Source: an optimization exercise on an open RTL-to-GDS flow (aim: small area, a short achievable clock period and few clock cycles per item). Production flows keep margins and buffers that such runs may drop.
Only simulation tests tie the RTL to the original design; equivalence was not proved.
Power figures rest on the tool's default switching activity, not on a simulated workload.

==> flow/design.v <==
module twr_ranging (
    input  wire        clk,
    input  wire        rst,
    input  wire        in_valid,
    output wire        in_ready,
    input  wire [31:0] pt,
    input  wire [31:0] rr,
    input  wire [31:0] ft,
    input  wire [31:0] prx,
    input  wire [31:0] rtx,
    input  wire [31:0] frx,
    output wire        out_valid,
    input  wire        out_ready,
    output wire [31:0] tof,
    output wire        degen,
    output wire [31:0] ra,
    output wire [31:0] rb,
    output wire [31:0] da,
    output wire [31:0] db
);
    localparam integer K  = 4;           
    localparam integer NM = 32 / K;      
    localparam integer J1 = 16;          
    localparam integer W  = 34 + K;      
    localparam integer NR = 2 * K + 3;   
    localparam [1:0] S1_IDLE = 2'd0,
                     S1_MUL  = 2'd1,
                     S1_FIX  = 2'd2;
    localparam [1:0] S2_IDLE = 2'd0,
                     S2_DIV  = 2'd1,
                     S2_FIN  = 2'd2,
                     S2_DONE = 2'd3;
    reg  [1:0]  s1;
    reg  [2:0]  cnt1;
    reg  [31:0] ra_q, rb_q, da_q, db_q;
    reg  [31:0] x_q;      
    reg  [1:0]  dch_q;    
    reg         brb_q, bdb_q;    
    reg  [K-1:0] dr_q, dd_q;     
    reg  [33:0] h_q;      
    reg  [33:0] c_q;      
    reg         cl_q;     
    reg  [31:0] l_q;      
    reg  [1:0]  s2;
    reg  [3:0]  cnt2;
    reg         spec_q;   
    reg  [13:0] dhi_q;    
    reg  [31:0] ra_o, rb_o, da_o, db_o;
    reg  [33:0] den2;
    reg  [33:0] rem_q;    
    reg  [31:0] quo_q;    
    reg         neg_q;
    reg         degen_q;
    assign in_ready  = (s1 == S1_IDLE);
    wire   in_fire   = in_valid & in_ready;
    assign out_valid = (s2 == S2_DONE);
    wire   s2_free   = (s2 == S2_IDLE) | ((s2 == S2_DONE) & out_ready);
    wire   hand      = (s1 == S1_FIX) & s2_free;
    wire [K:0]   rbs = {1'b0, rb_q[2*K-1:K]} - {1'b0, x_q[2*K-1:K]} - {{K{1'b0}}, brb_q};
    wire [K:0]   dbs = {1'b0, x_q[2*K-1:K]} - {1'b0, db_q[2*K-1:K]} - {{K{1'b0}}, bdb_q};
    wire [K:0]   rb0 = {1'b0, frx[K-1:0]} - {1'b0, rtx[K-1:0]};
    wire [K:0]   db0 = {1'b0, rtx[K-1:0]} - {1'b0, prx[K-1:0]};
    wire [K-1:0] dr  = dr_q;
    wire [K-1:0] dd  = dd_q;
    wire [K-1:0] rad = ra_q[cnt1*K +: K];
    wire [K-1:0] dad = da_q[cnt1*K +: K];
    wire [K+1:0] dsum = {2'b00, rad} + {2'b00, dad} + {2'b00, dr} + {2'b00, dd} + {{K{1'b0}}, dch_q};
    reg  [W-1:0] rq [0:3*NR];
    reg  [W-1:0] ms, mc;
    integer hd, tl, j;
    always @* begin
        rq[0] = {{(W-34){1'b0}}, h_q};
        rq[1] = {{(W-34){1'b0}}, c_q};
        rq[2] = {{(W-K){1'b0}}, dd};
        for (j = 0; j < K; j = j + 1) begin
            rq[3 + 2*j] = {{(W-32){1'b0}}, ra_q & {32{dr[j]}}} << j;
            rq[4 + 2*j] = {{(W-32){1'b0}}, ~da_q & {32{dd[j]}}} << j;
        end
        for (j = NR; j <= 3*NR; j = j + 1) rq[j] = {W{1'b0}};
        hd = 0;
        tl = NR;
        for (j = 0; j < NR - 2; j = j + 1) begin
            rq[tl]     = rq[hd] ^ rq[hd+1] ^ rq[hd+2];
            rq[tl + 1] = ((rq[hd] & rq[hd+1]) | (rq[hd] & rq[hd+2]) | (rq[hd+1] & rq[hd+2])) << 1;
            hd = hd + 3;
            tl = tl + 2;
        end
        ms = rq[hd];
        mc = rq[hd+1];
    end
    wire [K:0] mlo = {1'b0, ms[K-1:0]} + {1'b0, mc[K-1:0]} + {{K{1'b0}}, cl_q};
    wire [34:0] hsum = {1'b0, h_q} + {1'b0, c_q} + {34'd0, cl_q} - {3'd0, db_q};
    wire        sgn  = hsum[32];
    wire [63:0] dvd  = {hsum[31:0], l_q} ^ {64{sgn}};
    wire [33:0] den1 = {dch_q, x_q};
    wire        shrt = (dhi_q == 14'd0) && (rem_q < den2);
    wire [35:0] dx  = {rem_q, quo_q[31:30]};
    wire [36:0] dq1 = {1'b0, dx} - {3'b000, den2};
    wire [36:0] dq2 = {1'b0, dx} - {2'b00, den2, 1'b0};
    wire [36:0] t3a = {1'b0, dx};
    wire [36:0] t3b = ~{3'b000, den2};
    wire [36:0] t3c = ~{2'b00, den2, 1'b0};
    wire [36:0] t3s = t3a ^ t3b ^ t3c;
    wire [36:0] t3k = {(t3a[35:0] & t3b[35:0]) | (t3a[35:0] & t3c[35:0]) | (t3b[35:0] & t3c[35:0]), 1'b0};
    wire [36:0] dq3 = t3s + t3k + 37'd2;
    wire [33:0] rem_n = ~dq3[36] ? dq3[33:0] : ~dq2[36] ? dq2[33:0] :
                        ~dq1[36] ? dq1[33:0] : dx[33:0];
    wire [31:0] quo_n = {quo_q[29:0], ~dq2[36], ~dq3[36] | (dq1[36] ^ dq2[36])};
    wire [33:0] fx   = rem_q ^ den2;
    wire [32:0] fc   = rem_q[32:0] & ~den2[32:0];
    wire        c_fix = fx[0] & ~|(fx[33:1] ^ fc);
    wire [31:0] nquo  = ~quo_q + 32'd1;
    wire [31:0] tof_n = ~neg_q ? quo_q : c_fix ? ~quo_q : nquo;
    always @(posedge clk) begin
        c_q  <= 34'd0;
        cl_q <= 1'b0;
        if (rst) begin
            s1 <= S1_IDLE;
        end else begin
            case (s1)
                S1_MUL: begin
                    rb_q  <= {dr, rb_q[31:K]};
                    db_q  <= {dd, db_q[31:K]};
                    x_q   <= {dsum[K-1:0], x_q[31:K]};
                    dch_q <= dsum[K+1:K];
                    brb_q <= rbs[K];
                    bdb_q <= dbs[K];
                    dr_q  <= rbs[K-1:0];
                    dd_q  <= dbs[K-1:0];
                    h_q   <= ms[W-1:K];
                    c_q   <= mc[W-1:K];
                    cl_q  <= mlo[K];
                    l_q   <= {mlo[K-1:0], l_q[31:K]};
                    cnt1  <= cnt1 + 3'd1;
                    if (cnt1 == NM - 1)
                        s1 <= S1_FIX;
                end
                S1_FIX: begin
                    c_q  <= c_q;
                    cl_q <= cl_q;
                    if (hand)
                        s1 <= S1_IDLE;
                end
                default: ;
            endcase
            if (in_fire) begin
                ra_q  <= rr  - pt;
                rb_q  <= frx;
                da_q  <= ft  - rr;
                db_q  <= prx;
                x_q   <= rtx;
                dch_q <= 2'd0;
                brb_q <= rb0[K];
                bdb_q <= db0[K];
                dr_q  <= rb0[K-1:0];
                dd_q  <= db0[K-1:0];
                h_q   <= 34'd0;
                cnt1  <= 3'd0;
                s1    <= S1_MUL;
            end
        end
    end
    always @(posedge clk) begin
        if (rst) begin
            s2 <= S2_IDLE;
        end else begin
            case (s2)
                S2_DIV: begin
                    spec_q <= 1'b0;
                    if (spec_q & ~shrt) begin
                        rem_q <= {2'b00, dhi_q, rem_q[33:16]};
                        quo_q <= {rem_q[15:0], quo_q[31:16]};
                        cnt2  <= 4'd0;
                    end else begin
                        rem_q <= rem_n;
                        quo_q <= quo_n;
                        cnt2  <= cnt2 + 4'd1;
                        if (cnt2 == 4'd15)
                            s2 <= S2_FIN;
                    end
                end
                S2_FIN: begin
                    quo_q <= degen_q ? 32'd0 : tof_n;
                    s2    <= S2_DONE;
                end
                S2_DONE: begin
                    if (out_ready)
                        s2 <= S2_IDLE;
                end
                default: ;
            endcase
            if (hand) begin
                ra_o  <= ra_q;
                rb_o  <= rb_q;
                da_o  <= da_q;
                db_o  <= db_q;
                den2    <= den1;
                degen_q <= (den1 == 34'd0);
                neg_q   <= sgn;
                dhi_q   <= dvd[63:50];
                rem_q   <= dvd[49:16];
                quo_q   <= {dvd[15:0], 16'd0};
                spec_q  <= 1'b1;
                cnt2    <= 16 - J1 / 2;
                s2      <= S2_DIV;
            end
        end
    end
    assign tof   = quo_q;
    assign degen = degen_q;
    assign ra    = ra_o;
    assign rb    = rb_o;
    assign da    = da_o;
    assign db    = db_o;
endmodule
==> flow/config.mk <==
export PLATFORM = sky130hd
export DESIGN_NAME = twr_ranging
export DESIGN_NICKNAME = twr_ranging
export VERILOG_FILES = /design/flow/design.v
export SDC_FILE = /design/flow/constraint.sdc
export NUM_CORES = 4
export LEC_CHECK = 0
export ABC_CLOCK_PERIOD_IN_PS = 4000
export CAP_MARGIN = 20
export CORE_MARGIN = 2
export CORE_UTILIZATION = 60
export PLACE_DENSITY = 0.7
export SETUP_SLACK_MARGIN = 5
export SLEW_MARGIN = 20
export TNS_END_PERCENT = 0
==> flow/constraint.sdc <==
create_clock -name core_clock -period 13.0 [get_ports {clk}]
set_input_delay 2.6000 -clock core_clock [delete_from_list [all_inputs] [get_ports {clk}]]
set_output_delay 2.6000 -clock core_clock [all_outputs]
set_load 0.01 [all_outputs]
standard.sh (not shown) runs the stock make flow with config.mk's settings and CLKGATE_MAP_FILE= SYNTH_SCRIPT=/design/flow/synth_recipe.tcl, a recipe that flattens the netlist after the stock synthesis.
==> flow/flow/run.sh <==
#!/bin/bash
set -euo pipefail
bash standard.sh SETUP_SLACK_MARGIN=8 finish > make_finish.log 2>&1
Testbench counts at the start, summed over its fixed seeds: cycles 3,280, items 320.
Rerun with:
==> flow/flow/run.sh (replaced) <==
#!/bin/bash
set -euo pipefail
bash standard.sh SETUP_SLACK_MARGIN=8 "BUFFER_PORTS_ARGS=-buffer_cell sky130_fd_sc_hd__buf_1" finish > make_finish.log 2>&1
The changed run produced a clean layout; synthesized cell count stays the same; worst setup slack gets better by 0.095 ns; critical path depth increases by 1; cell area decreases by a few percent; die area does not change; sequential power hardly moves; total power decreases by a few percent; routed wire length decreases by a few percent; non-clock buffer count decreases by 20.


Another version of the RTL of twr_ranging (not shown whole).
For scale: roughly 4400 cells after synthesis, ~510 flip-flops, ~360 I/O pins, about 44000 um2 of cells after synthesis.
Settings: LEC_CHECK=0, ABC_CLOCK_PERIOD_IN_PS=4000, CAP_MARGIN=20, CORE_MARGIN=2, CORE_UTILIZATION=60, PLACE_DENSITY=0.7, SETUP_SLACK_MARGIN=5, SLEW_MARGIN=20, TNS_END_PERCENT=0; clock period 13.0 ns.
==> flow/flow/run.sh <==
#!/bin/bash
set -euo pipefail
bash standard.sh SETUP_SLACK_MARGIN=8.8 "BUFFER_PORTS_ARGS=-buffer_cell sky130_fd_sc_hd__buf_1" finish > make_finish.log 2>&1
Testbench counts at the start, summed over its fixed seeds: cycles 3,280, items 320.
Change:
==> flow/flow/run.sh (replaced) <==
#!/bin/bash
set -euo pipefail
bash standard.sh SETUP_SLACK_MARGIN=8 "BUFFER_PORTS_ARGS=-buffer_cell sky130_fd_sc_hd__buf_1" finish > make_finish.log 2>&1
Settings changed: CORE_UTILIZATION 60 to 55, PLACE_DENSITY 0.7 to 0.65.
Clock skew hardly moves. Hold slack hardly moves. Utilization fell by 6.1 points. Wire length goes up slightly. Power went down slightly. Synthesized area stays the same.
Change:
==> flow/flow/run.sh (replaced) <==
#!/bin/bash
set -euo pipefail
bash standard.sh SETUP_SLACK_MARGIN=8.4 "BUFFER_PORTS_ARGS=-buffer_cell sky130_fd_sc_hd__buf_1" finish > make_finish.log 2>&1
Settings changed: CORE_UTILIZATION 55 to 60, PLACE_DENSITY 0.65 to 0.7.
Outcome:
- The changed run passed the timing, DRC and antenna checks
- via count is higher by 1.1%
- sequential cell count is unchanged
- non-clock buffer count rose by 15
- setup slack improved by 190 ps
- routed wire length went down by 2.1%
- cell area rises by 0.38%
- cell count is lower by 1.5%
Change:
==> flow/flow/run.sh (replaced) <==
#!/bin/bash
set -euo pipefail
bash standard.sh SETUP_SLACK_MARGIN=8 "BUFFER_PORTS_ARGS=-buffer_cell sky130_fd_sc_hd__buf_1" finish > make_finish.log 2>&1
Effect:
- The new run ran to the end with no violations
- sequential power is about the same
- routed wire length increases by 1.4%
- die area is unchanged
- register-to-register slack gets worse by 280 ps
- non-clock buffer count fell by 9
- total power is about the same
- sequential cell count is unchanged
- via count rises by 0.55%
- global-route usage grows by 0.67 points
- fmax shrinks by about 4%
- worst hold slack loses 3.8 ps

-- port drivers added, routing unchanged --
How much do the figures lean on ideal ports? The routed layouts below were timed once more, with nothing changed but the port constraints.
Step 1, drivers: a clkbuf_16 drives clk and a buf_2 each remaining input, both assumed.
Step 2 moves the port delays by t, midway between the first and last clock arrival at a register: inputs arrive t later, outputs are due t later. That takes back most of the time a late clock gives input paths.
Three values: ideal, step 1, step 2; two values: the first two.
| run | shift t [ns] | setup WS [ns] | latest minus earliest clock arrival (ns) | worst data-port slew with drivers (ns) | cell pins on the clock port's net |
|---|---|---|---|---|---|
| the first run of note 1 | 0.692 | 7.834 / 7.880 / 7.188 | 0.046 / 0.046 | 0.10 | 1 |
| the second run of note 1 | 0.693 | 7.929 / 7.972 / 7.279 | 0.049 / 0.050 | 0.10 | 1 |
| the first run of note 2 | 0.698 | 8.184 / 8.230 / 7.532 | 0.029 / 0.029 | 0.07 | 1 |
| the second run of note 2 | 0.688 | 7.984 / 8.036 / 7.348 | 0.032 / 0.032 | 0.06 | 1 |
| the third run of note 2 | 0.684 | 8.176 / 8.213 / 7.529 | 0.052 / 0.053 | 0.08 | 1 |
| the fourth run of note 2 | 0.682 | 7.981 / 7.981 / 7.374 | 0.032 / 0.032 | 0.07 | 1 |
After both steps every run listed still meets setup and hold. The setup slack of the first run of note 2, which loses most, moves by +0.046 ns with the drivers and by -0.652 ns with both steps.
